What follows belongs to an exercise in optimizing a design on an open flow for small area, a short achievable clock period and few clock cycles per item; a production flow would make more cautious choices.
The RTL was checked by simulation tests, not by an equivalence proof against the original design.
No activity file was given, so power comes from the tool's default toggle rates.

File: flow/config.mk
export PLATFORM = sky130hd
export DESIGN_NAME = tsq_decoder
export DESIGN_NICKNAME = tsq_decoder
export VERILOG_FILES = /design/flow/design.v
export SDC_FILE = /design/flow/constraint.sdc
export NUM_CORES = 4
export LEC_CHECK = 0
export CAP_MARGIN = 20
export CORE_MARGIN = 2
export CORE_UTILIZATION = 40
export SETUP_SLACK_MARGIN = 4.6
export SLEW_MARGIN = 20
File: flow/constraint.sdc
create_clock -name core_clock -period 7.5 [get_ports {clk}]
set_input_delay 1.5000 -clock core_clock [delete_from_list [all_inputs] [get_ports {clk}]]
set_output_delay 1.5000 -clock core_clock [all_outputs]
set_load 0.01 [all_outputs]
File: flow/design.v
module tsq_decoder (
    input  wire        clk,
    input  wire        rst,           
    input  wire        start,         
    input  wire        ext,           
    input  wire [22:0] in_size,       
    output wire        idle,
    input  wire        in_valid,
    input  wire [7:0]  in_data,
    output wire        in_ready,
    output wire        mem_re,
    output wire [17:0] mem_raddr,
    input  wire [7:0]  mem_rdata,     
    output wire        mem_we,
    output wire [17:0] mem_waddr,
    output wire [7:0]  mem_wdata,
    output wire        done,          
    output wire [3:0]  status,
    output wire [18:0] out_size
);
    localparam [22:0] OUTPUT_SIZE = 23'd327680;
    localparam [2:0] ST_OK       = 3'd0;
    localparam [2:0] ERR_SIZE    = 3'd2;
    localparam [2:0] ERR_INSIZE  = 3'd3;
    localparam [2:0] ERR_UNDERRUN= 3'd4;
    localparam [2:0] ERR_OFFSET  = 3'd5;
    localparam [2:0] ERR_OVERLAP = 3'd6;
    localparam [2:0] ERR_OVERRUN = 3'd7;
    localparam B_IDLE = 0,
               B_HDR  = 1,    
               B_WAIT = 2,    
               B_GHDR = 3,    
               B_LIT  = 4,    
               B_OFF0 = 5,
               B_OFF1 = 6,
               B_VAL  = 7,    
               B_FIN  = 8,    
               B_DONE = 9,
               B_CHK  = 10;   
    localparam [10:0] P_IDLE = 11'd1 << B_IDLE,
                      P_CHK  = 11'd1 << B_CHK,
                      P_HDR  = 11'd1 << B_HDR,
                      P_WAIT = 11'd1 << B_WAIT,
                      P_GHDR = 11'd1 << B_GHDR,
                      P_LIT  = 11'd1 << B_LIT,
                      P_OFF0 = 11'd1 << B_OFF0,
                      P_OFF1 = 11'd1 << B_OFF1,
                      P_VAL  = 11'd1 << B_VAL,
                      P_FIN  = 11'd1 << B_FIN,
                      P_DONE = 11'd1 << B_DONE;
    localparam [2:0] I_GHDR = 3'd0,
                     I_LIT  = 3'd1,
                     I_REF  = 3'd2,
                     I_FIN  = 3'd3,
                     I_ERR  = 3'd4;
    reg [10:0] ps;
    reg        r_bad;          
    reg [4:0]  cnt;            
    reg [2:0]  st;
    reg        r_ext;
    reg        d_en;           
    reg        h_pend;         
    reg [18:0] irem;           
    reg        first;          
    reg [18:0] orem;           
    reg        orem_z;         
    reg [18:0] pj;             
    reg [17:0] anchor;
    reg [7:0]  ctrl;
    reg [7:0]  sz0, sz1, sz2, sz3;
    reg        ex;             
    reg        par;            
    reg [2:0]  kn;             
    reg        s_c;            
    reg [6:0]  s_len;          
    reg        n_v;
    reg [2:0]  n_kind;
    reg [6:0]  n_len;          
    reg        n_ovr;
    reg [6:0]  r_len;
    reg        r_ovr;
    reg [7:0]  off_lo, off_hi;
    reg        lo_gt, lo_z, lo_lt;
    reg        v_eoff, v_eovl, v_small;
    reg        e_act;
    reg        e_last;
    reg [17:0] e_src;
    reg [6:0]  e_len;          
    reg        rd_pend;        
    reg        we_r;
    reg [7:0]  wdata;
    reg [17:0] wj;
    function [6:0] dec_len(input c, input [3:0] nib, input e);
        dec_len = (!c && e && nib <= 4'd2) ? (7'd32 + {1'b0, nib[1:0], 4'd0})
                                           : ({3'd0, nib} + 7'd1);
    endfunction
    wire       kn_c = ctrl[3'd7 - kn];
    reg  [7:0] kn_szb;
    always @(*) begin
        case (kn[2:1])
        2'd0: kn_szb = sz0;
        2'd1: kn_szb = sz1;
        2'd2: kn_szb = sz2;
        default: kn_szb = sz3;
        endcase
    end
    wire [3:0] kn_nib = kn[0] ? kn_szb[3:0] : kn_szb[7:4];
    reg  lit_rdy;              
    reg  rdy;                  
    wire take     = rdy && in_valid;
    wire lit_take = ps[B_LIT] && lit_rdy && in_valid;
    wire last     = (cnt == 5'd0);
    assign idle      = ps[B_IDLE];
    assign in_ready  = rdy;
    assign mem_re    = e_act;
    assign mem_raddr = e_src;
    assign mem_we    = we_r;
    assign mem_waddr = wj;
    assign mem_wdata = wdata;
    assign done      = ps[B_DONE];
    assign status    = {1'b0, st};
    assign out_size  = pj;             
    wire [15:0] off   = {off_hi, off_lo};
    wire [18:0] diff  = {1'b0, anchor} - {3'd0, off};
    wire v_err   = v_eoff || v_eovl || r_ovr;
    wire v_acc   = v_small ? (!e_act && !rd_pend) : (!e_act || e_last);
    wire v_go    = ps[B_VAL] && !v_err && v_acc;
    wire irem_small = (irem[18:5] == 14'd0);
    wire grp_uf     = irem_small && (irem[4:0] < (first ? 5'd8 : 5'd5));
    wire lit_uf     = irem_small && (irem[4:0] < s_len[4:0]);
    wire ref_uf     = irem_small && (irem[4:0] < 5'd2);
    wire sym_ovr    = (orem[18:7] == 12'd0) && (orem[6:0] < s_len);
    wire [18:0] idec = ex ? (first ? 19'd8 : 19'd5) : (s_c ? {12'd0, s_len} : 19'd2);
    wire a_busy  = ps[B_OFF0] || ps[B_OFF1] || ps[B_VAL];
    wire d_go    = d_en && !n_v && !h_pend && !(!ex && !par && a_busy);
    wire d_sym   = d_go && !ex && !orem_z;
    wire c_end = ps[B_WAIT] || v_go ||
                 ((ps[B_GHDR] || ps[B_LIT] || ps[B_HDR]) && take && last);
    wire kill = ps[B_DONE];
    wire [18:0] orem_nx = orem - {12'd0, s_len};
    wire size_err = (in_data[7:3] != 5'd0 ||
                     (in_data[2] && (in_data[1:0] != 2'd0 || orem[15:0] != 16'd0)));
    reg [10:0] ps_nx;
    always @(*) begin
        ps_nx = ps;
        case (1'b1)
        ps[B_IDLE]: if (start) ps_nx = P_CHK;
        ps[B_CHK]:  ps_nx = r_bad ? P_DONE : P_HDR;
        ps[B_OFF0]: if (take) ps_nx = P_OFF1;
        ps[B_OFF1]: if (take) ps_nx = P_VAL;
        ps[B_VAL]:  if (v_err) ps_nx = P_DONE;
        ps[B_FIN]:  if (!e_act) ps_nx = P_DONE;
        ps[B_DONE]: ps_nx = P_IDLE;
        default: ;
        endcase
        if (c_end) begin
            if (!n_v) ps_nx = P_WAIT;
            else begin
                case (n_kind)
                I_GHDR:  ps_nx = P_GHDR;
                I_LIT:   ps_nx = P_LIT;
                I_REF:   ps_nx = P_OFF0;
                I_FIN:   ps_nx = P_FIN;
                default: ps_nx = P_DONE;
                endcase
            end
        end
        if (ps[B_HDR] && take && last && size_err) ps_nx = P_DONE;
        if (rst) ps_nx = P_IDLE;
    end
    always @(posedge clk) begin
        begin
            ps      <= ps_nx;
            rdy     <= ps_nx[B_HDR] || ps_nx[B_GHDR] || ps_nx[B_OFF0] || ps_nx[B_OFF1] ||
                       (ps_nx[B_LIT] && !e_act && !v_go);
            we_r    <= !kill && (rd_pend || lit_take);
            rd_pend <= !kill && e_act;
            lit_rdy <= !e_act && !v_go;
            wdata   <= rd_pend ? mem_rdata : in_data;
            if (we_r) wj <= wj + 18'd1;
            if (v_go) begin
                e_act  <= 1'b1;
                e_src  <= diff[17:0];
                e_len  <= r_len;
                e_last <= (r_len == 7'd1);
            end else if (e_act) begin
                e_src  <= e_src + 18'd1;
                e_len  <= e_len - 7'd1;
                e_last <= (e_len == 7'd2);
                if (e_last) e_act <= 1'b0;
            end
            if (kill) e_act <= 1'b0;
            if (d_go) begin
                n_v <= 1'b1;
                if (orem_z) begin
                    n_kind <= I_FIN;
                    d_en   <= 1'b0;
                end else if (ex) begin
                    h_pend <= 1'b1;
                    first  <= 1'b0;
                    if (grp_uf) begin
                        n_kind <= I_ERR;
                        n_len  <= {4'd0, ERR_UNDERRUN};
                        d_en   <= 1'b0;
                    end else begin
                        n_kind <= I_GHDR;
                    end
                end else if (s_c) begin
                    if (lit_uf || sym_ovr) begin
                        n_kind <= I_ERR;
                        n_len  <= {4'd0, lit_uf ? ERR_UNDERRUN : ERR_OVERRUN};
                        d_en   <= 1'b0;
                    end else begin
                        n_kind <= I_LIT;
                        n_len  <= s_len;
                    end
                end else begin
                    if (ref_uf) begin
                        n_kind <= I_ERR;
                        n_len  <= {4'd0, ERR_UNDERRUN};
                        d_en   <= 1'b0;
                    end else begin
                        n_kind <= I_REF;
                        n_len  <= s_len;
                        n_ovr  <= sym_ovr;
                    end
                end
                irem <= irem - idec;
            end
            if (d_sym) begin
                orem   <= orem_nx;
                orem_z <= (orem_nx == 19'd0);
                pj     <= pj + {12'd0, s_len};
                if (!par) anchor <= pj[17:0];
                par    <= !par;
                kn     <= kn + 3'd1;
                ex     <= (kn == 3'd0);
                s_c    <= kn_c;
                s_len  <= dec_len(kn_c, kn_nib, r_ext);
            end
            if (take) cnt <= cnt - 5'd1;
            case (1'b1)
            ps[B_IDLE]: begin
                r_ext  <= ext;
                irem   <= in_size[18:0];
                first  <= 1'b1;
                r_bad  <= (in_size > OUTPUT_SIZE || in_size < 23'd3);
                pj     <= 19'd0;
                wj     <= 18'd0;
                ex     <= 1'b1;
                cnt    <= 5'd2;
                d_en   <= 1'b0;
                h_pend <= 1'b0;
                n_v    <= 1'b0;
            end
            ps[B_CHK]: begin
                if (r_bad) begin
                    st <= ERR_INSIZE;
                end
            end
            ps[B_HDR]: if (take) begin
                case (cnt[1:0])
                2'd2: orem[7:0]  <= in_data;
                2'd1: orem[15:8] <= in_data;
                default: begin
                    orem[18:16] <= in_data[2:0];
                    orem_z <= (in_data[2:0] == 3'd0) && (orem[15:0] == 16'd0);
                    d_en   <= 1'b1;
                end
                endcase
            end
            ps[B_GHDR]: if (take) begin
                case (cnt[2:0])
                3'd4: ctrl <= in_data;
                3'd3: begin
                    sz0    <= in_data;
                    ex     <= 1'b0;
                    par    <= 1'b0;
                    kn     <= 3'd1;
                    h_pend <= 1'b0;
                    s_c    <= ctrl[7];
                    s_len  <= dec_len(ctrl[7], in_data[7:4], r_ext);
                end
                3'd2: sz1 <= in_data;
                3'd1: sz2 <= in_data;
                default: sz3 <= in_data;
                endcase
            end
            ps[B_OFF0]: if (take) begin
                off_lo <= in_data;
                lo_gt  <= (in_data > anchor[7:0]);
                lo_z   <= (in_data == 8'd0);
                lo_lt  <= !in_data[7] && (in_data[6:0] < r_len);
            end
            ps[B_OFF1]: if (take) begin
                off_hi  <= in_data;
                v_eoff  <= (lo_z && in_data == 8'd0) ||
                           (anchor[17:16] == 2'd0 &&
                            (in_data > anchor[15:8] || (in_data == anchor[15:8] && lo_gt)));
                v_eovl  <= (in_data == 8'd0) && lo_lt;
                v_small <= (in_data == 8'd0) && (off_lo[7:2] == 6'd0);
            end
            ps[B_VAL]: if (v_err) begin
                st <= v_eoff ? ERR_OFFSET : (v_eovl ? ERR_OVERLAP : ERR_OVERRUN);
                pj <= 19'd0;
            end
            ps[B_FIN]: if (!e_act) begin
                st <= ST_OK;
            end
            default: ;
            endcase
            if (c_end) begin
                if (n_v) begin
                    n_v <= 1'b0;
                    case (n_kind)
                    I_GHDR: cnt <= 5'd4;
                    I_LIT:  cnt <= n_len[4:0] - 5'd1;
                    I_REF:  begin r_len <= n_len; r_ovr <= n_ovr; end
                    I_FIN:  ;
                    default: begin st <= n_len[2:0]; pj <= 19'd0; end
                    endcase
                end
            end
            if (ps[B_HDR] && take && last && size_err) begin
                st   <= ERR_SIZE;
                d_en <= 1'b0;
            end
        end
        if (rst) begin
            e_act   <= 1'b0;
            rd_pend <= 1'b0;
            we_r    <= 1'b0;
        end
    end
endmodule
File: flow/run.sh
#!/bin/bash
# synth_recipe.tcl (not shown) runs the flow's synth.tcl, then flattens the netlist and writes it again
# the make line also repeats each setting of config.mk as NAME=value (left out here)
make -C /OpenROAD-flow-scripts/flow DESIGN_CONFIG=/design/flow/config.mk WORK_HOME=/design/flow/orfs CLKGATE_MAP_FILE= SYNTH_SCRIPT=/design/flow/synth_recipe.tcl finish
==> metrics.cfg, run 1 <==
[outcome]
outcome = finished clean

[cells_and_area]
stdcell_count = 2001
n_antenna_cell = 0
syn_to_final_growth_pct = 23.3
fin_util_pct = 50.1
finalInstanceArea_um2 = 16800
drive_above_1_share_pct = 13.8
nets = 1662
fillers = 3102

[logic_synthesis]
synth_fp_nets = 1511
synth_cell_type_count = 80
synth_area_leaders = edfxtp_1 32%, dfxtp_1 16%, ha_1 7.6%
postSynthCellCount = 1380
synth-edff-count = 146
synth-seq-cells = 252
synthArstFlopShare_pct = 0
synth_area_um2 = 13700
yosysTopAreaCell = edfxtp_1
synth_warnings = 1
avgSynthCellArea_um2 = 9.90
synth.yosys.seq_area_share_pct = 47.6
yosys-top-cells-count = 148 x nor2_1, 146 x edfxtp_1, 127 x nand2_1, 106 x dfxtp_1, 87 x inv_1
synth_flop_cell = edfxtp_1
synth_top_area_share_pct = 32.1
synthMostInstantiatedCell = nor2_1

[global_route]
top_usage_layer = met2
grt_use_total_pct = 19.4
use_met1_pct = 27.7
grt_max_degree = 82
grt_use_met2_pct = 31.5
grt_overflow = 0
grtUsageMet3_pct = 2.27
antenna_found_initial = 1
grt_pass1_vias = 10279
grt_pass1_wl_mm = 55.8

[setup_path]
end_kind = register
cp_max_fo = 17
r2r_slack_ns = 4.69
criticalPathCategory = input port to register
start_kind = input port
r2r_end = orem_z
reg2regPathDepth = 10
cp.arrival_ns = 3.33
r2r_start = orem[0]
critical_path_required_ns = 7.92

[place]
portBuffers = 114
place_area_um2 = 15300
gp_congestion = 0.857
dp_cells = 1909
dp_hpwl_mm = 25.0

[timing]
rsz0062_at_grt = true
fin_skew_ns = 0.00830
min_period_over_period_pct = 38.9
final_max_slew_viol_count = 0
slew_headroom_pct = 34.8
fin_crit_ns = 2.92
finalSetupViolations = 0
tns_ns = 0
tightest_slew_ns = 0.978
hold_viol = 0
fmax_mhz = 343

[pwr]
peakVddDrop_mv = 0.178
power_mw = 3.12
leakage_nw = 6.80
p_per_area_nw_per_um2 = 185

[floorplan]
core_um2 = 33600
num_rows = 67
fp.dieArea_um2 = 35700
io_pins = 116
die_x_um = 189
dieHeight_um = 189
start_util_pct = 40.7

[route]
dr.pass1.iters = 5
drc = 0
drt_iter0_markers = 808
ant_nets = 0
via_per_inst = 5.39
wl_per_cell_um = 17.6
num_vias = 10778
wl_mm = 35.2

[worst_hold_path]
hold_class = register to register
hp-start = pj[5]
hold_end = anchor[5]
hold-path-cell-count = 0

[job]
maxCapViolCount = 0

[clocking]
clkTransAtPathRegs_ns = 0.06
cts_buffers = 28
cts.sinks = 252
cts_htree_levels = 1
insertion_delay_ns = 0.54
cts_tree = yes
cts_root_buf = clkbuf_16
clock_path_buffers = 3

[cell type report]
| class | count | area (µm²) | share of cell area (%) |
|---|---|---|---|
| tap | 448 | 561 | 3.33 |
| clock inverter | 17 | 146 | 0.869 |
| clock buffer | 35 | 790 | 4.69 |
| inverter | 89 | 349 | 2.07 |
| timing repair buffer | 165 | 1500 | 8.90 |
| sequential | 252 | 6550 | 38.9 |
| multi-input combinational | 995 | 6950 | 41.3 |
[worst max-delay path by stage]
stage	startpoint	end	slack, ns	cells after the start
finish	in_data[4]	rdy	4.58	9
global route	in_data[4]	rdy	4.51	9
CTS	rd_pend	rdy	4.45	9
detailed placement	in_valid	rdy	3.12	9
global placement	in_valid	rdy	3.22	9
floorplan	in_valid	rdy	4.52	9
[what timing repair did]
| item | 4_1_cts | 5_1_grt |
|---|---|---|
| hold endpoints to repair | 0 | 0 |
| pin swaps | 4 | 10 |
| resized for setup | 142 | 56 |
| endpoints found under the setup margin | 240 | 102 |
| hold buffers | 0 | 0 |
| buffers inserted | 16 | 23 |
| gates cloned | 0 | 1 |
[registers in the layout, summed over array words and instances, names as in the netlist, 8 cells and up]
| name | cells |
|---|---|
| irem | 19 |
| sz3 | 8 |
| sz1 | 8 |
| e_src | 18 |
| orem | 19 |
| wj | 18 |
| off_hi | 8 |
| pj | 19 |
| off_lo | 8 |
| sz2 | 8 |
| ctrl | 8 |
| anchor | 18 |
| ps | 11 |
| wdata | 8 |
| sz0 | 8 |
[logic make-up (layout without fill, tap and decap cells)]
group / after synthesis / count (layout) / synth area share (%)
multiplexers: 20 / 20 / 2.25
AO/OA/AOI/OAI: 272 / 273 / 12.4
buffers and inverters: 134 / 306 / 4.11
other: 1 / 1 / 0.0274
AND/OR/NAND/NOR: 504 / 504 / 18.3
adder cells (fa/ha/maj): 87 / 87 / 8.18
flip-flops: 252 / 252 / 47.6
XOR/XNOR: 110 / 110 / 7.05
[critical path, cell delays in order]
cell and delay [ns]:
clkdlybuf4s50_1 0.47, buf_6 0.21, inv_1 0.13, nand3_2 0.14, o211a_4 0.25, nor2_2 0.07, nand2_2 0.13, a21oi_1 0.05
a2111o_1 0.38
[power by group]
part	switching [mW]	internal [mW]	leakage, nW
Combinational	0.129	0.103	4.17
Sequential	0.0261	1.48	2.17
Clock	0.567	0.814	0.453
[routing by layer]
layer	up-vias	share of wire (%)
met5	-	0
met4	0	2.5
met3	63	5.6
met2	277	46
met1	5186	46
li1	5252	-
[layout by cell type (no fill, tap or decap), types with 8 or more instances in the layout]
master | netlist | final
ha_1 | 83 | 81
o21ai_0 | 86 | 77
nand3_1 | 35 | 33
nor4_1 | 21 | 17
o21a_1 | 9 | 9
nor3_1 | 39 | 34
nor3b_1 | 8 | 8
clkbuf_16 | 0 | 30
a21oi_1 | 74 | 69
edfxtp_1 | 146 | 146
clkinv_2 | 0 | 9
mux4_2 | 8 | 8
nand4_1 | 18 | 18
nand2b_1 | 20 | 20
nor2b_1 | 20 | 18
o211ai_1 | 8 | 8
a21o_1 | 19 | 19
dlygate4sd2_1 | 0 | 69
xnor2_1 | 54 | 54
xor2_1 | 56 | 56
nand2_1 | 127 | 124
o31ai_1 | 9 | 9
inv_1 | 87 | 86
clkdlybuf4s50_1 | 0 | 38
dfxtp_2 | 0 | 25
dfxtp_1 | 106 | 77
and3_1 | 15 | 15
or3_1 | 8 | 8
buf_4 | 1 | 45
nor2_1 | 148 | 143
a31oi_1 | 17 | 16
[through the flow]
stage               hold WS, ns  setup slack [ns]
floorplan                 0.400              4.52
global placement          0.488              3.22
detailed placement        0.493              3.12
CTS                       0.494              4.45
global route              0.506              4.51
finish                    0.493              4.58
Testbench counts, summed over its fixed seeds: cycles 400,444, bytes 355,495.
==> run 2, diff against run 1 <==
--- a/flow/config.mk
+++ b/flow/config.mk
@@ -9,3 +9,3 @@
 export CORE_MARGIN = 2
-export CORE_UTILIZATION = 40
+export CORE_UTILIZATION = 70
 export SETUP_SLACK_MARGIN = 4.6
==> metrics.cfg, run 2 <==
[timing]
finalSetupViolations = 0  ; unchanged
final_max_slew_viol_count = 0  ; unchanged
slew_headroom_pct = 34.1  ; was 34.8%
tns_ns = 0  ; unchanged
fmax_mhz = 345  ; was 343 MHz
fin_crit_ns = 2.90  ; was 2.92 ns
final.setup.worst_slack_ns = 4.60  ; was 4.58 ns
fin_skew_ns = 0.00997  ; was 0.00830 ns
rsz0062_at_grt = true  ; unchanged
tightest_slew_ns = 0.989  ; was 0.978 ns
hold_viol = 0  ; unchanged
min_period_over_period_pct = 38.7  ; was 38.9%

[floorplan]
dieHeight_um = 144  ; was 189 µm
io_pins = 116  ; unchanged
start_util_pct = 70.7  ; was 40.7%
num_rows = 51  ; was 67
die_x_um = 144  ; was 189 µm
core_um2 = 19300  ; was 33,600 µm²
fp.dieArea_um2 = 20700  ; was 35,700 µm²

[setup_path]
start_kind = input port  ; unchanged
cp_max_fo = 15  ; was 17
r2r_slack_ns = 4.64  ; was 4.69 ns
criticalPathCategory = input port to register  ; unchanged
r2r_start = rd_pend  ; was orem[0]
cp.arrival_ns = 3.18  ; was 3.33 ns
critical_path_required_ns = 7.77  ; was 7.92 ns
end_kind = register  ; unchanged
r2r_end = rdy  ; was orem_z
reg2regPathDepth = 10  ; unchanged

[pwr]
sw_frac_of_total_pct = 22.9  ; was 23.2%
leakage_nw = 6.85  ; was 6.80 nW
netSwitchingPower_mw = 0.711  ; was 0.722 mW
p_per_area_nw_per_um2 = 186  ; was 185 nW/µm²
p_int_mw = 2.40  ; about the same
peakVddDrop_mv = 0.164  ; was 0.178 mV
share_comb_of_total_power_pct = 7.7  ; was 7.5%
pwr-share-clk_pct = 43.8  ; was 44.3%
p_seq_share_pct = 48.5  ; was 48.3%
power_mw = 3.11  ; was 3.12 mW

[route]
dr.pass1.iters = 6  ; was 5
wl_mm = 37.1  ; was 35.2 mm
num_vias = 11485  ; was 10,778
ant_nets = 0  ; unchanged
wl_per_cell_um = 20.3  ; was 17.6 µm
via_per_inst = 6.30  ; was 5.39
drt_iter0_markers = 1347  ; was 808
drc = 0  ; unchanged

[clocking]
cts_htree_levels = 1  ; unchanged
cts.sinks = 252  ; unchanged
clkTransAtPathRegs_ns = 0.07  ; was 0.06 ns
clock_path_buffers = 3  ; unchanged
cts_root_buf = clkbuf_16  ; unchanged
hold_buffers = 0  ; unchanged
cts_tree = yes  ; unchanged
insertion_delay_ns = 0.53  ; was 0.54 ns
cts_buffers = 26  ; was 28

[cells_and_area]
syn_to_final_growth_pct = 22.2  ; was 23.3%
fillers = 1013  ; was 3,102
regArea_um2 = 6550  ; unchanged
final_common_cell = edfxtp_1  ; unchanged
multi_input_area_um2 = 7000  ; was 6950 µm²
nets = 1669  ; was 1,662
drive_above_1_share_pct = 14.8  ; was 13.8%
finalInstanceArea_um2 = 16700  ; was 16,800 µm²
stdcell_count = 1823  ; was 2,001
reg.largest.list = irem x19, orem x19, pj x19  ; unchanged
final_cell_mix = 146 x edfxtp_1, 141 x nor2_1, 124 x nand2_1  ; was 146 x edfxtp_1, 143 x nor2_1, 124 x nand2_1
n_antenna_cell = 0  ; unchanged

[logic_synthesis]
synth-seq-cells = 252  ; unchanged
synthArstFlopShare_pct = 0  ; unchanged
synth-edff-count = 146  ; unchanged
yosys-top-cells-count = 148 x nor2_1, 146 x edfxtp_1, 127 x nand2_1, 106 x dfxtp_1, 87 x inv_1  ; unchanged
synth_warnings = 1  ; unchanged
synth_area_leaders = edfxtp_1 32%, dfxtp_1 16%, ha_1 7.6%  ; unchanged
synth.yosys.seq_area_share_pct = 47.6  ; unchanged
synthMostInstantiatedCell = nor2_1  ; unchanged
synth_flop_cell = edfxtp_1  ; unchanged
synth_area_um2 = 13700  ; unchanged
postSynthCellCount = 1380  ; unchanged
avgSynthCellArea_um2 = 9.90  ; unchanged
synth_top_area_share_pct = 32.1  ; unchanged
yosysTopAreaCell = edfxtp_1  ; unchanged
synth_cell_type_count = 80  ; unchanged
synth_fp_nets = 1511  ; unchanged

[place]
dp_slack_ns = 3.18  ; was 3.12 ns
portBuffers = 114  ; unchanged
place_area_um2 = 15100  ; was 15,300 µm²
dp_cells = 1724  ; was 1,909
gp_congestion = 0.939  ; was 0.857
dp_hpwl_mm = 23.8  ; was 25.0 mm

[global_route]
grt_use_total_pct = 33.7  ; was 19.4%
grt_pass1_vias = 10471  ; was 10,279
grt_overflow = 0  ; unchanged
grt_pass1_wl_mm = 54.9  ; was 55.8 mm
grt_max_degree = 49  ; was 82
antenna_found_initial = 0  ; was 1

[outcome]
outcome = finished clean  ; unchanged

[job]
maxCapViolCount = 0  ; unchanged

[worst_hold_path]
hold-path-cell-count = 0  ; unchanged
hold_end = r_len[5]  ; was anchor[5]
hold_class = register to register  ; unchanged
hp-start = n_len[5]  ; was pj[5]

==> run 2: cell count changes in the layout (fill, tap and decap cells not counted), moves of 3 or more <==
cell | before | now
nor4_2 | 3 | 6
nor4_1 | 17 | 14
clkdlybuf4s50_1 | 38 | 41
clkbuf_16 | 30 | 27
clkinvlp_4 | 5 | 0
buf_4 | 45 | 55
dlygate4sd2_1 | 69 | 64
==> run 2: logic make-up after synthesis <==
logic type / after synthesis / share of synthesized area, %
XOR/XNOR: 110 / 7.05
multiplexers: 20 / 2.25
AO/OA/AOI/OAI: 272 / 12.4
AND/OR/NAND/NOR: 504 / 18.3
buffers and inverters: 134 / 4.11
other: 1 / 0.0274
adder cells (fa/ha/maj): 87 / 8.18
flip-flops: 252 / 47.6
==> run 2: routing by layer <==
layer	global-route usage (%)	vias up	share of wire, %
li1	-	5270	-
met1	47.4	5413	40
met2	54.9	676	47
met3	4.17	126	9.4
met4	11.2	0	3.9
met5	0	-	0
==> run 2: worst max-delay path by stage <==
stage                     startpoint  endpoint  slack [ns]  cells past startpoint
after detailed placement    in_valid       rdy        3.18                      9
after floorplan             in_valid       rdy        4.52                      9
after CTS                 in_data[2]       rdy        4.56                      9
after global placement      in_valid       rdy        3.31                      9
final                     in_data[1]    v_eoff        4.60                      9
after global routing        s_len[1]   irem[7]        4.53                     11
==> run 2: what timing repair did <==
item / CTS / global route
gates resized for setup: 142 / 67
setup endpoints to repair: 247 / 105
setup buffers: 25 / 26
pin swaps: 7 / 19
==> run 2: per-stage QoR <==
step	hold WS, ns	util, %
floorplan	0.400	-
detailed placement	0.443	78.0
global placement	0.439	78.0
global route	0.480	86.4
CTS	0.456	84.2
finish	0.462	86.4
==> run 2: cell type report <==
class / instances / area share, %
clock buffers: 32 / 4.28
clock inverters: 16 / 1.06
inverters: 89 / 2.04
multi-input cells: 994 / 41.9
flip-flops and latches: 252 / 39.2
well taps: 265 / 1.98
repair buffers: 175 / 9.51
==> run 2: power by group through the flow <==
stage / clock [mW] / combinational, mW / sequential (mW)
after floorplan: 0 / 0.125 / 1.53
after global placement: 0 / 0.193 / 1.54
after detailed placement: 0 / 0.198 / 1.54
after CTS: 1.36 / 0.214 / 1.51
after global routing: 1.41 / 0.255 / 1.51
final: 1.36 / 0.239 / 1.51
==> run 2: critical path: stages <==
cell       delay (ns)
buf_4            0.25
ha_1             0.30
nor2b_1          0.14
o21ai_1          0.16
nand2b_1         0.10
a21oi_2          0.17
nor2_2           0.09
a2111oi_4        0.35
o41ai_2          0.10
==> run 3, diff against run 2 <==
==> flow/flow/run.sh (new file) <==
#!/bin/bash
# The standard layout, with the port buffers placed as the smallest buffer
# cell (the resizer sizes them up where timing needs it).
set -euo pipefail
export BUFFER_PORTS_ARGS="-buffer_cell sky130_fd_sc_hd__buf_1"
bash standard.sh > standard.log 2>&1
==> flow/standard.sh (new file) <==
#!/bin/bash
# synth_recipe.tcl (not shown) runs the flow's synth.tcl, then flattens the netlist and writes it again
# the make line also repeats each setting of config.mk as NAME=value (left out here)
make -C /OpenROAD-flow-scripts/flow DESIGN_CONFIG=/design/flow/config.mk WORK_HOME=/design/flow/orfs CLKGATE_MAP_FILE= SYNTH_SCRIPT=/design/flow/synth_recipe.tcl "${@:-finish}"
--- a/flow/config.mk
+++ b/flow/config.mk
@@ -9,3 +9,5 @@
 export CORE_MARGIN = 2
-export CORE_UTILIZATION = 70
+export CORE_UTILIZATION = 60
+export CTS_CLUSTER_DIAMETER = 60
+export CTS_CLUSTER_SIZE = 20
 export SETUP_SLACK_MARGIN = 4.6
removed: flow/run.sh
==> metrics.cfg, run 3 <==
[setup_path]
r2r_end = d_en  ; was rdy
critPathBufInv = 1  ; unchanged
startpoint = in_data[0]  ; was in_data[1]
start_kind = input port  ; unchanged
r2r_slack_ns = 4.69  ; was 4.64 ns
slowest_stage = a2111o_1  ; was a2111oi_4
cpMostUsedCell = a21oi_1
end_kind = register  ; unchanged
reg2regPathDepth = 9  ; was 10
cp.arrival_ns = 3.29  ; was 3.18 ns
slowest_delay_ns = 0.38  ; was 0.35 ns
cp_num_cells = 9  ; unchanged
criticalPathCategory = input port to register  ; unchanged
crit_chain = buf_2, nor2_1, and4_1, a21oi_1, o211a_2, nor2_2, nand2_2, a21oi_1, a2111o_1  ; was buf_4, ha_1, nor2b_1, o21ai_1, nand2b_1, a21oi_2, nor2_2, a2111oi_4, o41ai_2
r2r_start = irem[10]  ; was rd_pend
crit_end = rdy  ; was v_eoff
critical_path_required_ns = 7.90  ; was 7.77 ns
cp_max_fo = 11  ; was 15
crit_family = compound AO/OA/AOI/OAI gates  ; unchanged

[logic_synthesis]
synthMuxAreaShare_pct = 2.25  ; unchanged
synthXorXnorAreaFrac_pct = 7.05  ; unchanged
yosys-top-cells-count = 148 x nor2_1, 146 x edfxtp_1, 127 x nand2_1, 106 x dfxtp_1, 87 x inv_1  ; unchanged
synth_top_area_share_pct = 32.1  ; unchanged
synth_area_um2 = 13700  ; unchanged
synthArstFlopShare_pct = 0  ; unchanged
synthAdderAreaFrac_pct = 8.18  ; unchanged
synth_flop_cell = edfxtp_1  ; unchanged
synth_cell_type_count = 80  ; unchanged
synth_area_leaders = edfxtp_1 32%, dfxtp_1 16%, ha_1 7.6%  ; unchanged
avgSynthCellArea_um2 = 9.90  ; unchanged
synthSimpleGateAreaFrac_pct = 18.3  ; unchanged
synth_warnings = 1  ; unchanged
synth-seq-cells = 252  ; unchanged
synthMostInstantiatedCell = nor2_1  ; unchanged
synth_fp_nets = 1511  ; unchanged
yosysTopAreaCell = edfxtp_1  ; unchanged
synth.yosys.seq_area_share_pct = 47.6  ; unchanged
synth_compound_area_share_pct = 12.4  ; unchanged
synth-edff-count = 146  ; unchanged
synth_top_family_by_area = simple AND/OR/NAND/NOR gates  ; unchanged
postSynthCellCount = 1380  ; unchanged

[timing]
fmax_mhz = 345  ; about the same
final_max_slew_viol_count = 0  ; unchanged
rsz0062_at_grt = true  ; unchanged
fin_crit_ns = 2.90  ; about the same
fin_skew_ns = 0.0238  ; was 0.00997 ns
tightest_slew_ns = 0.962  ; was 0.989 ns
finalSetupViolations = 0  ; unchanged
tns_ns = 0  ; unchanged
slew_headroom_pct = 35.8  ; was 34.1%
min_period_over_period_pct = 38.6  ; was 38.7%
final.setup.worst_slack_ns = 4.60  ; about the same
hold_viol = 0  ; unchanged

[worst_hold_path]
hold_class = register to register  ; unchanged

[cells_and_area]
syn_to_final_growth_pct = 13.4  ; was 22.2%
final_cell_mix = 146 x edfxtp_1, 143 x nor2_1, 124 x nand2_1  ; was 146 x edfxtp_1, 141 x nor2_1, 124 x nand2_1
stdcell_count = 1804  ; was 1,823
reg.largest.list = irem x19, orem x19, pj x19  ; unchanged
fin_util_pct = 68.9  ; was 86.4%
drive_above_1_share_pct = 10.1  ; was 14.8%
regArea_um2 = 6530  ; was 6550 µm²
nets = 1636  ; was 1,669
n_antenna_cell = 0  ; unchanged
multi_input_area_um2 = 6850  ; was 7000 µm²
final_common_cell = edfxtp_1  ; unchanged
fillers = 1853  ; was 1,013

[pwr]
p_seq_share_pct = 53.9  ; was 48.5%
p_per_area_nw_per_um2 = 180  ; was 186 nW/µm²
power_mw = 2.79  ; was 3.11 mW
p_int_mw = 2.11  ; was 2.40 mW
pwr-share-clk_pct = 38.5  ; was 43.8%
netSwitchingPower_mw = 0.686  ; was 0.711 mW
share_comb_of_total_power_pct = 7.6  ; was 7.7%
peakVddDrop_mv = 0.208  ; was 0.164 mV
sw_frac_of_total_pct = 24.6  ; was 22.9%
leakage_nw = 6.03  ; was 6.85 nW

[global_route]
antenna_found_initial = 1  ; was 0
grt_use_total_pct = 26.9  ; was 33.7%
grt_max_degree = 49  ; unchanged
grt_pass1_wl_mm = 51.4  ; was 54.9 mm
grt_overflow = 0  ; unchanged
grt_pass1_vias = 9775  ; was 10,471

[clocking]
clkTransAtPathRegs_ns = 0.08  ; was 0.07 ns
cts_tree = yes  ; unchanged
cts.sinks = 252  ; unchanged
cts_htree_levels = 1  ; unchanged
cts_root_buf = clkbuf_16  ; unchanged
clock_path_buffers = 3  ; unchanged
cts_buffers = 20  ; was 26
insertion_delay_ns = 0.52  ; was 0.53 ns

[floorplan]
die_x_um = 155  ; was 144 µm
dieHeight_um = 155  ; was 144 µm
fp.dieArea_um2 = 24000  ; was 20,700 µm²
num_rows = 55  ; was 51
io_pins = 116  ; unchanged
start_util_pct = 60.7  ; was 70.7%
core_um2 = 22500  ; was 19,300 µm²

[route]
wl_per_cell_um = 18.3  ; was 20.3 µm
drt_iter0_markers = 891  ; was 1,347
wl_mm = 33.1  ; was 37.1 mm
ant_nets = 0  ; unchanged
drc = 0  ; unchanged
dr.pass1.iters = 5  ; was 6
via_per_inst = 5.90  ; was 6.30
num_vias = 10652  ; was 11,485

[place]
portBuffers = 114  ; unchanged
dp_slack_ns = 3.50  ; was 3.18 ns
gp_congestion = 0.896  ; was 0.939
dp_cells = 1745  ; was 1,724
dp_hpwl_mm = 22.9  ; was 23.8 mm

[outcome]
outcome = finished clean  ; unchanged

[job]
maxCapViolCount = 0  ; unchanged

==> run 3: cell counts after synthesis <==
Identical to the previous run, type by type.
==> run 3: kinds of logic (layout without fill, tap and decap cells) <==
logic type	count (synthesis)	in the layout
AO/OA/AOI/OAI	272	272
XOR/XNOR	110	110
adder cells (fa/ha/maj)	87	87
buffers and inverters	134	272
flip-flops	252	252
multiplexers	20	20
other	1	1
AND/OR/NAND/NOR	504	505
==> run 3: worst min-delay path by stage <==
stage          startpoint  depth (start not counted)  slack (ns)        to
2_1_floorplan    n_len[5]                          0        0.40  r_len[5]
3_3_place_gp     n_len[5]                          0        0.45  r_len[5]
3_5_place_dp     n_len[6]                          0        0.46  r_len[6]
4_1_cts             n_ovr                          0        0.47     r_ovr
5_1_grt             n_ovr                          0        0.48     r_ovr
6_report         n_len[5]                          0        0.47  r_len[5]
==> run 3: power by group through the flow <==
stage / sequential (mW) / clock (mW) / combinational, mW
after floorplan: 1.53 / 0 / 0.125
after global placement: 1.54 / 0 / 0.178
after detailed placement: 1.54 / 0 / 0.181
after CTS: 1.50 / 1.09 / 0.197
after global routing: 1.51 / 1.14 / 0.231
final: 1.50 / 1.08 / 0.211
==> run 3: timing repair <==
item                       4_1_cts  5_1_grt
gates resized for setup         39       29
hold buffers                     0        0
gates cloned                     1        1
pin swaps                        4        9
setup buffers                    4       17
setup endpoints to repair      115       62
==> run 3: final cells by class <==
| class | count | share of cell area, % |
|---|---|---|
| multi-input combinational | 995 | 44.2 |
| sequential | 252 | 42.1 |
| timing repair buffer | 147 | 4.90 |
| clock buffer | 23 | 3.50 |
| tap | 285 | 2.30 |
| inverter | 89 | 2.20 |
| clock inverter | 13 | 0.727 |
==> run 3: routing by layer <==
layer | vias to the layer above | share of wire [%] | track usage (%)
li1 | 5182 | - | -
met1 | 5109 | 46 | 38.9
met2 | 305 | 46 | 43.6
met3 | 54 | 5.5 | 3.15
met4 | 2 | 2.3 | 6.75
met5 | - | 0.048 | 0
==> run 3: metrics by stage <==
stage	hold slack, ns	cell area, µm²
after detailed placement	0.459	14400
after global routing	0.480	15500
after CTS	0.467	15200
after global placement	0.448	14400
after floorplan	0.400	13800
final	0.467	15500
==> run 4, diff against run 3 <==
--- a/flow/config.mk
+++ b/flow/config.mk
@@ -12,3 +12,3 @@
 export CTS_CLUSTER_SIZE = 20
-export SETUP_SLACK_MARGIN = 4.6
+export SETUP_SLACK_MARGIN = 4.8
 export SLEW_MARGIN = 20
==> metrics.cfg, run 4 <==
[timing]
fin_skew_ns = 0.0152  ; was 0.0238 ns
fin_crit_ns = 2.72  ; was 2.90 ns
tightest_slew_ns = 0.985  ; was 0.962 ns
hold_viol = 0  ; unchanged
min_period_over_period_pct = 36.2  ; was 38.6%
final.setup.worst_slack_ns = 4.78  ; was 4.60 ns
final_max_slew_viol_count = 0  ; unchanged
tns_ns = 0  ; unchanged
fmax_mhz = 368  ; was 345 MHz
slew_headroom_pct = 34.3  ; was 35.8%
rsz0062_at_grt = true  ; unchanged
finalSetupViolations = 0  ; unchanged

[place]
dp_slack_ns = 3.53  ; was 3.50 ns
gp_congestion = 0.962  ; was 0.896
portBuffers = 114  ; unchanged
dp_cells = 1745  ; unchanged
dp_hpwl_mm = 22.6  ; was 22.9 mm

[global_route]
grt_overflow = 0  ; unchanged
grt_pass1_vias = 10066  ; was 9,775
grt_use_total_pct = 26.9  ; about the same
grt_pass1_wl_mm = 51.8  ; was 51.4 mm
grt_max_degree = 49  ; unchanged
antenna_found_initial = 0  ; was 1

[clocking]
insertion_delay_ns = 0.52  ; about the same
cts.sinks = 252  ; unchanged
cts_tree = yes  ; unchanged
cts_htree_levels = 1  ; unchanged
clkTransAtPathRegs_ns = 0.08  ; about the same
hold_buffers = 0  ; unchanged
clock_path_buffers = 3  ; unchanged
cts_buffers = 22  ; was 20
cts_root_buf = clkbuf_16  ; unchanged

[route]
ant_nets = 0  ; unchanged
wl_mm = 33.2  ; was 33.1 mm
via_per_inst = 5.85  ; was 5.90
dr.pass1.iters = 6  ; was 5
wl_per_cell_um = 18.1  ; was 18.3 µm
num_vias = 10737  ; was 10,652
drt_iter0_markers = 786  ; was 891
drc = 0  ; unchanged

[job]
maxCapViolCount = 0  ; unchanged

[logic_synthesis]
yosys-top-cells-count = 148 x nor2_1, 146 x edfxtp_1, 127 x nand2_1, 106 x dfxtp_1, 87 x inv_1  ; unchanged
synth_flop_cell = edfxtp_1  ; unchanged
synth_area_leaders = edfxtp_1 32%, dfxtp_1 16%, ha_1 7.6%  ; unchanged
postSynthCellCount = 1380  ; unchanged
synth_fp_nets = 1511  ; unchanged
avgSynthCellArea_um2 = 9.90  ; unchanged
synth_area_um2 = 13700  ; unchanged
synth_top_area_share_pct = 32.1  ; unchanged
synth.yosys.seq_area_share_pct = 47.6  ; unchanged
yosysTopAreaCell = edfxtp_1  ; unchanged
synth_cell_type_count = 80  ; unchanged
synth-seq-cells = 252  ; unchanged
synthMostInstantiatedCell = nor2_1  ; unchanged
synth-edff-count = 146  ; unchanged
synth_warnings = 1  ; unchanged
synthArstFlopShare_pct = 0  ; unchanged

[outcome]
outcome = finished clean  ; unchanged

[setup_path]
slowest_delay_ns = 0.35  ; was 0.38 ns
cp_max_fo = 6  ; was 11
criticalPathCategory = input port to register  ; unchanged
cp.arrival_ns = 3.17  ; was 3.29 ns
slowest_stage = a211o_4  ; was a2111o_1
r2r_slack_ns = 4.80  ; was 4.69 ns
crit_chain = buf_6, nand2_8, nor4_4, nor2b_4, a211o_4, buf_4, buf_4, or3_1, nand2_1, nand2_1, a31oi_1  ; was buf_2, nor2_1, and4_1, a21oi_1, o211a_2, nor2_2, nand2_2, a21oi_1, a2111o_1
crit_family = simple AND/OR/NAND/NOR gates  ; was compound AO/OA/AOI/OAI gates
critical_path_required_ns = 7.95  ; was 7.90 ns
end_kind = register  ; unchanged
critPathBufInv = 3  ; was 1
start_kind = input port  ; unchanged

[cells_and_area]
final_common_cell = edfxtp_1  ; unchanged
nets = 1664  ; was 1,636
reg.largest.list = irem x19, orem x19, pj x19  ; unchanged
n_antenna_cell = 0  ; unchanged
drive_above_1_share_pct = 15.8  ; was 10.1%
syn_to_final_growth_pct = 18.8  ; was 13.4%
stdcell_count = 1834  ; was 1,804
final_cell_mix = 146 x edfxtp_1, 137 x nor2_1, 123 x nand2_1  ; was 146 x edfxtp_1, 143 x nor2_1, 124 x nand2_1
fin_util_pct = 72.1  ; was 68.9%

[pwr]
power_mw = 2.95  ; was 2.79 mW
leakage_nw = 6.25  ; was 6.03 nW
p_per_area_nw_per_um2 = 182  ; was 180 nW/µm²
peakVddDrop_mv = 0.241  ; was 0.208 mV

[floorplan]
die_x_um = 155  ; unchanged
num_rows = 55  ; unchanged
start_util_pct = 60.7  ; unchanged
io_pins = 116  ; unchanged
fp.dieArea_um2 = 24000  ; unchanged
dieHeight_um = 155  ; unchanged
core_um2 = 22500  ; unchanged

[worst_hold_path]
hold_class = register to register  ; unchanged

-- run 4: power by group --
group / switching [mW] / internal [mW]
sequential: 0.0261 / 1.48
clock: 0.555 / 0.653
combinational: 0.136 / 0.101
-- run 4: kinds of logic (layout without fill, tap and decap cells) --
kind of cell               Yosys count  count (layout)  synth area share, %
AOI/OAI and AO/OA                  272             272                 12.4
xor gates and xnor gates           110             110                 7.05
adders and majority gates           87              87                 8.18
buffers and inverters              134             303                 4.11
DFF                                252             252                 47.6
muxes                               20              20                 2.25
other                                1               1               0.0274
and+or+nand+nor                    504             504                 18.3
-- run 4: path summary, 6_finish.rpt --
kind,endpoint,cells past startpoint,start
setup reg to reg,e_src[16],11,anchor[0]
setup / recovery,ps[9],11,in_valid
hold reg to reg,r_len[5],0,n_len[5]
hold / removal,r_len[5],0,n_len[5]
-- run 4: per-stage QoR --
stage / area, µm² / hold WS, ns
finish: 16200 / 0.460
global route: 16200 / 0.456
CTS: 15700 / 0.450
detailed placement: 14500 / 0.434
global placement: 14500 / 0.435
floorplan: 13900 / 0.400
-- run 4: routing by layer --
metal	up-vias	global-route usage, %	share of wire, %
li1	5258	-	-
met2	326	43.6	46
met5	-	0	0
met4	0	6.88	2.6
met1	5094	39.1	46
met3	59	3.04	5.7
-- run 4: layout make-up --
class,instances,area (µm²)
Multi-Input combinational cell,994,7160
Sequential cell,252,6540
Fill cell,1682,6270
Timing Repair Buffer,174,1050
Clock buffer,24,579
Tap cell,285,357
Inverter,89,350
Clock inverter,16,189
-- run 4: timing repair --
item | 4_1_cts | 5_1_grt
gates resized for setup | 69 | 78
endpoints found under the setup margin | 159 | 107
setup buffers | 23 | 23
cloned | 1 | 2
pin swaps | 11 | 29
==> run 5, diff against run 4 <==
--- a/flow/config.mk
+++ b/flow/config.mk
@@ -12,3 +12,3 @@
 export CTS_CLUSTER_SIZE = 20
-export SETUP_SLACK_MARGIN = 4.8
+export SETUP_SLACK_MARGIN = 5.0
 export SLEW_MARGIN = 20
==> metrics.cfg, run 5 <==
[cells_and_area]
fillers = 1312  ; was 1,682
regArea_um2 = 6660  ; was 6540 µm²
drive_above_1_share_pct = 33.3  ; was 15.8%
final_common_cell = buf_4  ; was edfxtp_1
reg.largest.list = irem x19, orem x19, pj x19  ; unchanged
syn_to_final_growth_pct = 35.1  ; was 18.8%
nets = 1803  ; was 1,664
stdcell_count = 1972  ; was 1,834
multi_input_area_um2 = 7850  ; was 7160 µm²
final_cell_mix = 157 x buf_4, 146 x edfxtp_1, 130 x nor2_1  ; was 146 x edfxtp_1, 137 x nor2_1, 123 x nand2_1
n_antenna_cell = 0  ; unchanged

[setup_path]
cp.arrival_ns = 3.03  ; was 3.17 ns
start_kind = register  ; was input port
end_kind = register  ; unchanged
slowest_stage = edfxtp_1  ; was a211o_4
cp_max_fo = 3  ; was 6
crit_chain = inv_1, ha_2, fa_2, nor2b_2, o31a_1, o41a_1, o211ai_1, nand3_1, a31oi_4, xnor2_2, a21oi_1  ; was buf_6, nand2_8, nor4_4, nor2b_4, a211o_4, buf_4, buf_4, or3_1, nand2_1, nand2_1, a31oi_1
r2r_slack_ns = 4.75  ; was 4.80 ns
critical_path_required_ns = 7.77  ; was 7.95 ns
slowest_delay_ns = 0.40  ; was 0.35 ns
criticalPathCategory = register to register  ; was input port to register

[logic_synthesis]
synth_cell_type_count = 80  ; unchanged
synthMuxAreaShare_pct = 2.25  ; unchanged
synth_warnings = 1  ; unchanged
synth_area_um2 = 13700  ; unchanged
synth-seq-cells = 252  ; unchanged
synthAdderAreaFrac_pct = 8.18  ; unchanged
synth-edff-count = 146  ; unchanged
synth_fp_nets = 1511  ; unchanged
avgSynthCellArea_um2 = 9.90  ; unchanged
synth_top_area_share_pct = 32.1  ; unchanged
synthSimpleGateAreaFrac_pct = 18.3  ; unchanged
postSynthCellCount = 1380  ; unchanged
synth_top_family_by_area = simple AND/OR/NAND/NOR gates  ; unchanged
yosys-top-cells-count = 148 x nor2_1, 146 x edfxtp_1, 127 x nand2_1, 106 x dfxtp_1, 87 x inv_1  ; unchanged
synth.yosys.seq_area_share_pct = 47.6  ; unchanged
synthXorXnorAreaFrac_pct = 7.05  ; unchanged
synth_area_leaders = edfxtp_1 32%, dfxtp_1 16%, ha_1 7.6%  ; unchanged
synthArstFlopShare_pct = 0  ; unchanged
synth_flop_cell = edfxtp_1  ; unchanged
synth_compound_area_share_pct = 12.4  ; unchanged
yosysTopAreaCell = edfxtp_1  ; unchanged
synthMostInstantiatedCell = nor2_1  ; unchanged

[route]
ant_nets = 0  ; unchanged
wl_met3_mm = 2.88  ; was 1.88 mm
wl_mm = 39.9  ; was 33.2 mm
via_per_inst = 6.02  ; was 5.85
wl_met2_mm = 19.0  ; was 15.3 mm
drt_iter0_markers = 1174  ; was 786
top_layer_used = met5  ; was met4
dr.pass1.iters = 6  ; unchanged
wl_per_cell_um = 20.2  ; was 18.1 µm
drc = 0  ; unchanged
wl_met1_mm = 16.3  ; was 15.2 mm
num_vias = 11877  ; was 10,737

[floorplan]
dieHeight_um = 155  ; unchanged
io_pins = 116  ; unchanged
core_um2 = 22500  ; unchanged
num_rows = 55  ; unchanged
die_x_um = 155  ; unchanged
fp.dieArea_um2 = 24000  ; unchanged
start_util_pct = 60.7  ; unchanged

[clocking]
cts.sinks = 252  ; unchanged
clock_path_buffers = 3  ; unchanged
cts_tree = yes  ; unchanged
clkTransAtPathRegs_ns = 0.07  ; was 0.08 ns
cts_htree_levels = 1  ; unchanged
cts_root_buf = clkbuf_16  ; unchanged
cts_buffers = 21  ; was 22
insertion_delay_ns = 0.53  ; was 0.52 ns

[worst_hold_path]
hold_class = register to register  ; unchanged

[place]
portBuffers = 114  ; unchanged
gp_congestion = 0.907  ; was 0.962
dp_cells = 1745  ; unchanged
dp_hpwl_mm = 22.7  ; was 22.6 mm

[global_route]
grt_pass1_vias = 10850  ; was 10,066
antenna_found_initial = 1  ; was 0
grt_pass1_wl_mm = 56.8  ; was 51.8 mm
grt_max_degree = 49  ; unchanged
grt_use_total_pct = 29.8  ; was 26.9%
grt_overflow = 0  ; unchanged

[pwr]
sw_frac_of_total_pct = 25.9  ; was 24.3%
share_comb_of_total_power_pct = 10.8  ; was 8.0%
leakage_nw = 7.43  ; was 6.25 nW
pwr-share-clk_pct = 38.8  ; was 41.0%
netSwitchingPower_mw = 0.769  ; was 0.717 mW
p_per_area_nw_per_um2 = 161  ; was 182 nW/µm²
p_int_mw = 2.20  ; was 2.23 mW
p_seq_share_pct = 50.4  ; was 51.0%
peakVddDrop_mv = 0.223  ; was 0.241 mV

[timing]
tns_ns = 0  ; unchanged
final_max_slew_viol_count = 0  ; unchanged
fin_crit_ns = 2.75  ; was 2.72 ns
min_period_over_period_pct = 36.7  ; was 36.2%
rsz0062_at_grt = true  ; unchanged
finalSetupViolations = 0  ; unchanged
hold_viol = 0  ; unchanged
fmax_mhz = 363  ; was 368 MHz
tightest_slew_ns = 1.01  ; was 0.985 ns
fin_skew_ns = 0.0181  ; was 0.0152 ns
slew_headroom_pct = 32.7  ; was 34.3%

[job]
maxCapViolCount = 0  ; unchanged

[outcome]
outcome = finished clean  ; unchanged

run 5: final timing paths:
check | start | end | cells past startpoint
setup / recovery | anchor[0] | e_src[16] | 11
hold / removal | n_len[5] | r_len[5] | 0
setup reg to reg | anchor[0] | e_src[16] | 11
hold reg to reg | n_len[5] | r_len[5] | 0
run 5: through the flow:
step           hold WS [ns]  total power, mW  utilization, %  area [µm²]  setup slack [ns]
5_1_grt               0.449             3.05            82.1       18500              4.63
2_1_floorplan         0.400             1.66               -       14000              4.56
3_5_place_dp          0.428             1.73            64.9       14600              3.43
3_3_place_gp          0.431             1.72            64.9       14600              3.58
6_report              0.450             2.97            82.1       18500              4.75
4_1_cts               0.446             2.91            76.6       17200              4.80
run 5: critical path, delay by kind of cell (launching register included):
family	cells	cell delay (ns)
compound gates	5	1.25
buf+inv	1	0.09
flops	1	0.40
fa+ha+maj	2	0.41
xor+xnor	1	0.13
simple gates	2	0.22
run 5: layout make-up:
class	instances	area share [%]
clock buffers	24	2.93
clock inverters	14	0.888
inverters	89	1.96
multi-input cells	996	42.5
flip-flops and latches	252	36.1
well taps	285	1.93
repair buffers	312	13.7
run 5: routing by layer:
metal / vias to the layer above / global-route usage [%]
li1: 5542 / -
met1: 5655 / 39.8
met2: 552 / 49.4
met3: 126 / 5.57
met4: 2 / 10.1
met5: - / 0
run 5: timing repair:
action                     CTS  global route
pin swaps                   44            94
buffers inserted           120            62
gates resized for setup    269           162
hold buffers                 0             0
setup endpoints to repair  237           206
cloned                       6             1
run 5: cell families after synthesis:
logic type               after synthesis
flip-flops                           252
buffers and inverters                134
XOR/XNOR                             110
multiplexers                          20
AO/OA/AOI/OAI                        272
AND/OR/NAND/NOR                      504
other                                  1
adder cells (fa/ha/maj)               87
run 5: power groups by stage:
stage | clock [mW] | sequential (mW) | combinational, mW
4_1_cts | 1.16 | 1.50 | 0.255
3_3_place_gp | 0 | 1.54 | 0.184
3_5_place_dp | 0 | 1.54 | 0.188
5_1_grt | 1.21 | 1.50 | 0.342
6_report | 1.15 | 1.50 | 0.322
2_1_floorplan | 0 | 1.53 | 0.132
==> run 6, diff against run 5 <==
--- a/flow/config.mk
+++ b/flow/config.mk
@@ -10,5 +10,3 @@
 export CORE_UTILIZATION = 60
-export CTS_CLUSTER_DIAMETER = 60
-export CTS_CLUSTER_SIZE = 20
-export SETUP_SLACK_MARGIN = 5.0
+export SETUP_SLACK_MARGIN = 4.6
 export SLEW_MARGIN = 20
==> metrics.cfg, run 6 <==
[setup_path]
critPathBufInv = 2  ; was 1
criticalPathCategory = register to register  ; unchanged
start_kind = register  ; unchanged
crit_family = simple AND/OR/NAND/NOR gates  ; was compound AO/OA/AOI/OAI gates
cp_max_fo = 9  ; was 3
r2r_start = s_len[1]  ; was anchor[0]
end_kind = register  ; unchanged
cp.arrival_ns = 3.15  ; was 3.03 ns
reg2regPathDepth = 10  ; was 11
cp_num_cells = 10  ; was 11
crit_end = n_len[2]  ; was e_src[16]
crit_chain = inv_1, ha_1, nor2b_1, o2111ai_1, a31oi_1, nor3_2, buf_4, and3_2, o21a_4, or2_2  ; was inv_1, ha_2, fa_2, nor2b_2, o31a_1, o41a_1, o211ai_1, nand3_1, a31oi_4, xnor2_2, a21oi_1
r2r_end = n_len[2]  ; was e_src[16]
slowest_delay_ns = 0.43  ; was 0.40 ns
r2r_slack_ns = 4.64  ; was 4.75 ns
slowest_stage = dfxtp_2  ; was edfxtp_1
critical_path_required_ns = 7.79  ; was 7.77 ns
startpoint = s_len[1]  ; was anchor[0]

[timing]
min_period_over_period_pct = 38.1  ; was 36.7%
fin_crit_ns = 2.86  ; was 2.75 ns
final_max_slew_viol_count = 0  ; unchanged
rsz0062_at_grt = true  ; unchanged
fmax_mhz = 350  ; was 363 MHz
tns_ns = 0  ; unchanged
hold_viol = 0  ; unchanged
finalSetupViolations = 0  ; unchanged
slew_headroom_pct = 37.0  ; was 32.7%
tightest_slew_ns = 0.944  ; was 1.01 ns
fin_skew_ns = 0.0165  ; was 0.0181 ns

[global_route]
grt_use_total_pct = 27.0  ; was 29.8%
grt_pass1_wl_mm = 51.6  ; was 56.8 mm
grt_pass1_vias = 9876  ; was 10,850
grt_max_degree = 49  ; unchanged
grt_overflow = 0  ; unchanged
antenna_found_initial = 1  ; unchanged

[logic_synthesis]
synth_top_family_by_area = simple AND/OR/NAND/NOR gates  ; unchanged
synth-edff-count = 146  ; unchanged
synth_fp_nets = 1511  ; unchanged
avgSynthCellArea_um2 = 9.90  ; unchanged
synth_flop_cell = edfxtp_1  ; unchanged
synth_area_leaders = edfxtp_1 32%, dfxtp_1 16%, ha_1 7.6%  ; unchanged
synthArstFlopShare_pct = 0  ; unchanged
synth_area_um2 = 13700  ; unchanged
synthMuxAreaShare_pct = 2.25  ; unchanged
synth_warnings = 1  ; unchanged
synth-seq-cells = 252  ; unchanged
yosysTopAreaCell = edfxtp_1  ; unchanged
postSynthCellCount = 1380  ; unchanged
synthXorXnorAreaFrac_pct = 7.05  ; unchanged
yosys-top-cells-count = 148 x nor2_1, 146 x edfxtp_1, 127 x nand2_1, 106 x dfxtp_1, 87 x inv_1  ; unchanged
synth_compound_area_share_pct = 12.4  ; unchanged
synth_top_area_share_pct = 32.1  ; unchanged
synthMostInstantiatedCell = nor2_1  ; unchanged
synthSimpleGateAreaFrac_pct = 18.3  ; unchanged
synth_cell_type_count = 80  ; unchanged
synthAdderAreaFrac_pct = 8.18  ; unchanged
synth.yosys.seq_area_share_pct = 47.6  ; unchanged

[clocking]
clkTransAtPathRegs_ns = 0.06  ; was 0.07 ns
clock_path_buffers = 3  ; unchanged
cts_buffers = 28  ; was 21
cts_htree_levels = 1  ; unchanged
cts_root_buf = clkbuf_16  ; unchanged
cts_tree = yes  ; unchanged
cts.sinks = 252  ; unchanged
insertion_delay_ns = 0.55  ; was 0.53 ns

[place]
portBuffers = 114  ; unchanged
gp_congestion = 0.896  ; was 0.907
dp_hpwl_mm = 22.9  ; was 22.7 mm

[pwr]
peakVddDrop_mv = 0.193  ; was 0.223 mV
leakage_nw = 6.15  ; was 7.43 nW
power_mw = 3.16  ; was 2.97 mW
p_per_area_nw_per_um2 = 200  ; was 161 nW/µm²

[cells_and_area]
drive_above_1_share_pct = 11.0  ; was 33.3%
reg.largest.list = irem x19, orem x19, pj x19  ; unchanged
syn_to_final_growth_pct = 15.7  ; was 35.1%
final_cell_mix = 146 x edfxtp_1, 143 x nor2_1, 124 x nand2_1  ; was 157 x buf_4, 146 x edfxtp_1, 130 x nor2_1
n_antenna_cell = 0  ; unchanged
final_common_cell = edfxtp_1  ; was buf_4
nets = 1638  ; was 1,803
fillers = 1805  ; was 1,312

[floorplan]
die_x_um = 155  ; unchanged
core_um2 = 22500  ; unchanged
start_util_pct = 60.7  ; unchanged
io_pins = 116  ; unchanged
fp.dieArea_um2 = 24000  ; unchanged
num_rows = 55  ; unchanged
dieHeight_um = 155  ; unchanged

[route]
ant_nets = 0  ; unchanged
via_per_inst = 5.88  ; was 6.02
dr.pass1.iters = 5  ; was 6
wl_per_cell_um = 18.3  ; was 20.2 µm
wl_mm = 33.2  ; was 39.9 mm
drt_iter0_markers = 832  ; was 1,174
num_vias = 10667  ; was 11,877
drc = 0  ; unchanged

[outcome]
outcome = finished clean  ; unchanged

[job]
maxCapViolCount = 0  ; unchanged

[worst_hold_path]
hold_class = register to register  ; unchanged

-- run 6: cell count changes in the layout (fill, tap and decap cells not counted), moves of 15 or more --
cell and delta:
buf_6 -51, ha_1 +18, buf_4 -136, buf_1 +59
dfxtp_4 -29, a21oi_1 +15, dfxtp_1 +51, o21ai_0 +29
dfxtp_2 -22, ha_4 -18, o21ai_1 -21, buf_2 -16
-- run 6: layer usage --
layer	wire length, µm	global-route usage [%]	vias up	part of all wire (%)
met1	15200	38.9	5079	46
met5	7	0	-	0.021
met3	1790	3.06	66	5.4
met2	15300	43.7	316	46
met4	893	7.72	2	2.7
li1	-	-	5204	-
-- run 6: repair_timing --
action                     4_1_cts  5_1_grt
pin swaps                        4        8
cloned                           1        1
hold buffers                     0        0
setup endpoints to repair      115       78
resized for setup               34       40
setup buffers                    4       11
-- run 6: final cells by class --
type / count / area (µm²) / share of cell area, %
clock inverters: 15 / 158 / 0.997
multi-input cells: 995 / 6870 / 43.4
clock buffers: 37 / 838 / 5.30
well taps: 285 / 357 / 2.25
repair buffers: 141 / 721 / 4.56
inverters: 89 / 345 / 2.18
flip-flops and latches: 252 / 6530 / 41.3
-- run 6: worst min-delay path by stage --
stage / startpoint / end / cells after the start
global placement: n_len[5] / r_len[5] / 0
finish: n_ovr / r_ovr / 0
CTS: n_len[6] / r_len[6] / 0
detailed placement: n_len[6] / r_len[6] / 0
floorplan: n_len[5] / r_len[5] / 0
global route: n_len[6] / r_len[6] / 0
-- run 6: worst reg2reg max path, cell delays in order (launching register included) --
cell and delay [ns]:
dfxtp_2 0.43, inv_1 0.16, ha_1 0.29, nor2b_1 0.18, o2111ai_1 0.16, a31oi_1 0.36
nor3_2 0.11, buf_4 0.17, and3_2 0.23, o21a_4 0.25, or2_2 0.27
-- run 6: power breakdown --
part	total [mW]	leakage [nW]	internal, mW	switching [mW]
Sequential	1.51	2.16	1.48	0.0265
Clock	1.45	0.499	0.888	0.562
Combinational	0.205	3.49	0.0818	0.124
Total	3.16	6.15	2.45	0.712
-- run 6: cells by family (layout without fill, tap and decap cells) --
family / count (synthesis) / count (layout)
other: 1 / 1
DFF: 252 / 252
and+or+nand+nor: 504 / 505
adders and majority gates: 87 / 87
AOI/OAI and AO/OA: 272 / 272
muxes: 20 / 20
buffers and inverters: 134 / 282
xor gates and xnor gates: 110 / 110
-- run 6: metrics by stage --
step / utilization, % / setup slack, ns / hold WS (ns) / cells / area, µm²
after global placement: 64.0 / 3.64 / 0.448 / 1745 / 14400
after global routing: 70.3 / 4.52 / 0.490 / 1814 / 15800
after detailed placement: 64.0 / 3.50 / 0.459 / 1745 / 14400
after floorplan: - / 4.52 / 0.400 / 1380 / 13800
after CTS: 69.1 / 4.57 / 0.479 / 1802 / 15600
final: 70.3 / 4.64 / 0.489 / 1814 / 15800

[re-timing with driven ports]
In the flow no input, the clock included, has a driving cell. The finished layouts below were timed again as built, in two steps. Step 1 assumes that a clkbuf_16 drives the clock port and a buf_2 every other input. Step 2, shift: input delay + t, output delay - t, t = (earliest + latest rising clock arrival at the registers) / 2. This alone moves slack from input paths to output paths. a / b / c = no drivers / after step 1 / after step 2; a / b = the first two.
| run | t, ns | slack for setup (ns) | worst setup path after step 2 | worst data-port slew with drivers (ns) |
|---|---|---|---|---|
| run 1 | 0.587 | 4.584 / 4.611 / 4.024 | input to register | 0.05 |
| run 2 | 0.571 | 4.599 / 4.588 / 4.049 | input to register | 0.04 |
| run 3 | 0.554 | 4.602 / 4.625 / 4.071 | input to register | 0.04 |
| run 4 | 0.562 | 4.783 / 4.779 / 4.217 | input to register | 0.06 |
| run 5 | 0.570 | 4.746 / 4.746 / 4.252 | input to register | 0.05 |
| run 6 | 0.587 | 4.641 / 4.617 / 4.161 | input to register | 0.04 |
After both steps setup and hold are still met in every run listed. The setup slack of run 4, which loses most, moves by -0.004 ns with the drivers and by -0.566 ns with both steps.
